Context: an optimization exercise on an open-source flow, tuned for small area and a short achievable clock period. The choices shown serve that exercise and are no tape-out recipe.
The RTL was checked by simulation tests, not by an equivalence proof against the original design.
Power figures rest on the tool's default switching activity, not on a simulated workload.

## the baseline
// zsab
module zsab #(
    parameter [31:0] PREHEAT_NOMINAL      = 32'd400,
    parameter [15:0] PWM_RANGE            = 16'd5000,
    parameter [7:0]  KIND_SUPPORTED       = 8'h01,
    parameter [15:0] RST_UART_DIV         = 16'd16,
    parameter [31:0] RST_FRAME_TIMEOUT_MS = 32'd20,
    parameter [31:0] RST_CONV_SETTLE_MS   = 32'd2,
    parameter [31:0] RST_PWM_BUDGET_MS    = 32'd100,
    parameter [15:0] RST_SCK_HALF         = 16'd4
) (
    input             clk,
    input             rst,
    input      [31:0] ms_now,
    input      [5:0]  bus_addr,
    input             bus_we,
    input             bus_re,
    input      [31:0] bus_wdata,
    output reg [31:0] bus_rdata,
    output            uart_tx,
    input             uart_rx,
    output            sbr_sck,
    output            sbr_cs_n,
    input             sbr_so,
    input             pwm_in,
    output            tmr_suspend,
    output reg        evt_done
);
export LEC_CHECK = 0
export ABC_AREA = 1
export CAP_MARGIN = 20
export CORE_MARGIN = 2
export CORE_UTILIZATION = 40
export CTS_BUF_LIST = sky130_fd_sc_hd__clkbuf_4
export CTS_CLUSTER_SIZE = 30
export SLEW_MARGIN = 20
create_clock -name core_clock -period 200.0 [get_ports {clk}]
standard.sh (not shown) runs the stock make flow with config.mk's settings and CLKGATE_MAP_FILE= SYNTH_SCRIPT=/design/flow/synth_recipe.tcl, a recipe that flattens the netlist after the stock synthesis.
==> flow/flow/run.sh <==
#!/bin/bash
set -euo pipefail
here=$(pwd)
rm -rf "$here/scripts_mod"
cp -r "$FLOW_HOME/scripts" "$here/scripts_mod"
cp "$here/flow/abc_area.script" "$here/scripts_mod/abc_area.script"
bash standard.sh SCRIPTS_DIR="$here/scripts_mod" \
    "BUFFER_PORTS_ARGS=-buffer_cell sky130_fd_sc_hd__buf_2" SETUP_SLACK_MARGIN=117.5 \
    "CTS_ARGS=-sink_clustering_enable -repair_clock_nets -dont_use_dummy_load -sink_clustering_size 30 -buf_list sky130_fd_sc_hd__clkbuf_4" finish > "$here/standard.log" 2>&1
==> flow/flow/abc_area.script <==
strash
dch
map -B 0.5
topo
stime -c
buffer -c
dnsize -c
--- input diff the baseline..the candidate ---
-- flow/design.v --
<<< the baseline, line 69
    reg [3:0]  code;         
    reg [16:0] value_lo;     
    wire       value_s = value_lo[16] && (op == 3'd3);
    reg [31:0] warmup_deadline;
    reg [15:0] uart_div;
>>> the candidate, line 69
    reg [3:0]  code;         
    reg [16:0] value_lo;     
    reg        value_s;
    reg [31:0] warmup_deadline;
    reg [15:0] uart_div;
<<< the baseline, line 244
        endcase
    end
    always @* begin
        case (bus_addr)
            A_STATUS:      bus_rdata = {12'd0, rx_count, tmr_suspend, pst, seq,
                                        1'b0, op, 1'b0, rej, done, busy};
            A_RESULT:      bus_rdata = {{29{code[3]}}, code[2:0]};
            A_VALUE:       bus_rdata = {{15{value_s}}, value_lo};
            A_DEADLINE:    bus_rdata = warmup_deadline;
            A_UART_DIV:    bus_rdata = {16'd0, uart_div};
            A_FRAME_TO:    bus_rdata = frame_timeout_ms;
            A_CONV_SETTLE: bus_rdata = conv_settle_ms;
            A_PWM_BUDGET:  bus_rdata = pwm_budget_ms;
            A_SCK_HALF:    bus_rdata = {16'd0, sck_half};
            A_SBR_RAW:     bus_rdata = {16'd0, sbr_raw};
            A_PWM_HIGH:    bus_rdata = pwm_high_ms;
            A_PWM_LOW:     bus_rdata = pwm_low_ms;
            A_FRAME0:      bus_rdata = {frame[3], frame[2], frame[1], frame[0]};
            A_FRAME1:      bus_rdata = {frame[7], frame[6], frame[5], frame[4]};
            A_FRAME2:      bus_rdata = {24'd0, frame[8]};
            A_NOW:         bus_rdata = ms_now;
            default:       bus_rdata = 32'd0;
        endcase
    end
    wire        cfg_we   = bus_we && !busy;
>>> the candidate, line 244
        endcase
    end
    reg [31:0] rd_lo;
    always @* begin
        case (bus_addr[3:0])
            4'h1: rd_lo = {12'd0, rx_count, tmr_suspend, pst, seq,
                           1'b0, op, 1'b0, rej, done, busy};
            4'h2: rd_lo = {{29{code[3]}}, code[2:0]};
            4'h3: rd_lo = {{15{value_s}}, value_lo};
            4'h4: rd_lo = warmup_deadline;
            4'h5: rd_lo = {16'd0, uart_div};
            4'h6: rd_lo = frame_timeout_ms;
            4'h7: rd_lo = conv_settle_ms;
            4'h8: rd_lo = pwm_budget_ms;
            4'h9: rd_lo = {16'd0, sck_half};
            4'hA: rd_lo = {16'd0, sbr_raw};
            4'hB: rd_lo = pwm_high_ms;
            4'hC: rd_lo = pwm_low_ms;
            4'hD: rd_lo = {frame[3], frame[2], frame[1], frame[0]};
            4'hE: rd_lo = {frame[7], frame[6], frame[5], frame[4]};
            4'hF: rd_lo = {24'd0, frame[8]};
            default: rd_lo = 32'd0;
        endcase
        bus_rdata = ((bus_addr[5:4] == 2'b00) ? rd_lo : 32'd0) |
                    ((bus_addr == A_NOW) ? ms_now : 32'd0);
    end
    wire        cfg_we   = bus_we && !busy;
<<< the baseline, line 292
        if (rst) begin
            seq <= S_IDLE; done <= 1'b0; rej <= 1'b0; op <= 3'd0;
            code <= C_NONE; value_lo <= 17'd0;
            sbr_raw <= 16'd0; pwm_high_ms <= 32'd0; pwm_low_ms <= 32'd0;
            for (k = 0; k < 9; k = k + 1) frame[k] <= 8'd0;
>>> the candidate, line 294
        if (rst) begin
            seq <= S_IDLE; done <= 1'b0; rej <= 1'b0; op <= 3'd0;
            code <= C_NONE; value_lo <= 17'd0; value_s <= 1'b0;
            sbr_raw <= 16'd0; pwm_high_ms <= 32'd0; pwm_low_ms <= 32'd0;
            for (k = 0; k < 9; k = k + 1) frame[k] <= 8'd0;
<<< the baseline, line 316
                            code     <= C_NONE;
                            value_lo <= 17'd0;
                            kind_ok  <= (bus_wdata[15:8] == KIND_SUPPORTED);
                        end else begin
>>> the candidate, line 318
                            code     <= C_NONE;
                            value_lo <= 17'd0;
                            value_s  <= 1'b0;
                            kind_ok  <= (bus_wdata[15:8] == KIND_SUPPORTED);
                        end else begin
<<< the baseline, line 479
                code     <= fin_code;
                value_lo <= fin_val;
                done     <= 1'b1;
                seq      <= S_IDLE;
>>> the candidate, line 482
                code     <= fin_code;
                value_lo <= fin_val;
                value_s  <= fin_s;
                done     <= 1'b1;
                seq      <= S_IDLE;
Findings:
- Comparing the baseline and the candidate, the lower total setup buffers inserted after CTS is on the baseline.
- As of the candidate, overall power after layout had fallen by more than half compared to the baseline.
- Compared with the baseline, the candidate shows a post-detailed-route wirelength per cell that is 0.20 um higher.
- Flip-flop and latch count of the baseline is on par with the candidate.
- The candidate: worst slack on hold paths is 0.015 ns lower than what the baseline reported.
- Wire length, the baseline and the candidate, higher one = the candidate.
- Relative to the baseline, die area increased by about 0.7% in the candidate.
- Changes observed in the candidate relative to the baseline: number of gates given a new drive strength after cts moved up; design area has increased; clock skew shows a reduction of 0.047 ns; share of the clock period used by the worst path after layout saw little to no change; switching power as a share of total power saw a decrease.
- HPWL after detailed placement delta for the candidate relative to the baseline: 5.8 mm higher
- Any difference in overall track demand over capacity in global routing between the candidate and the baseline is small enough to ignore.

[what the ideal ports hide]
Ports are ideal in the flow. The routed layouts listed here were re-timed in OpenROAD. Step 1 (the two cells are an assumption about what drives the block):
set clk [get_ports {clk}]
set_driving_cell -lib_cell sky130_fd_sc_hd__clkbuf_16 $clk
set_driving_cell -lib_cell sky130_fd_sc_hd__buf_2 [delete_from_list [all_inputs] $clk]
Step 2 also shifts input and output timing later by t, the mid clock arrival at the registers, as if the neighbouring blocks saw the same clock. Slacks: ideal ports / drivers / drivers and shift; pairs: ideal ports / drivers.
| run | shift t [ns] | setup WS [ns] | worst hold slack (ns) | latest minus earliest clock arrival (ns) | worst register clock-pin slew, ns |
|---|---|---|---|---|---|
| the baseline | 1.022 | 117.375 / 117.354 / 117.354 | 0.416 / 0.416 / 0.416 | 0.165 / 0.165 | 0.08 / 0.08 |
| the candidate | 0.980 | 117.448 / 117.404 / 117.404 | 0.401 / 0.401 / 0.401 | 0.118 / 0.118 | 0.08 / 0.08 |
After both steps setup and hold are still met in every run listed. The setup slack of the candidate, which loses most, moves by -0.044 ns with the drivers and by -0.044 ns with both steps.
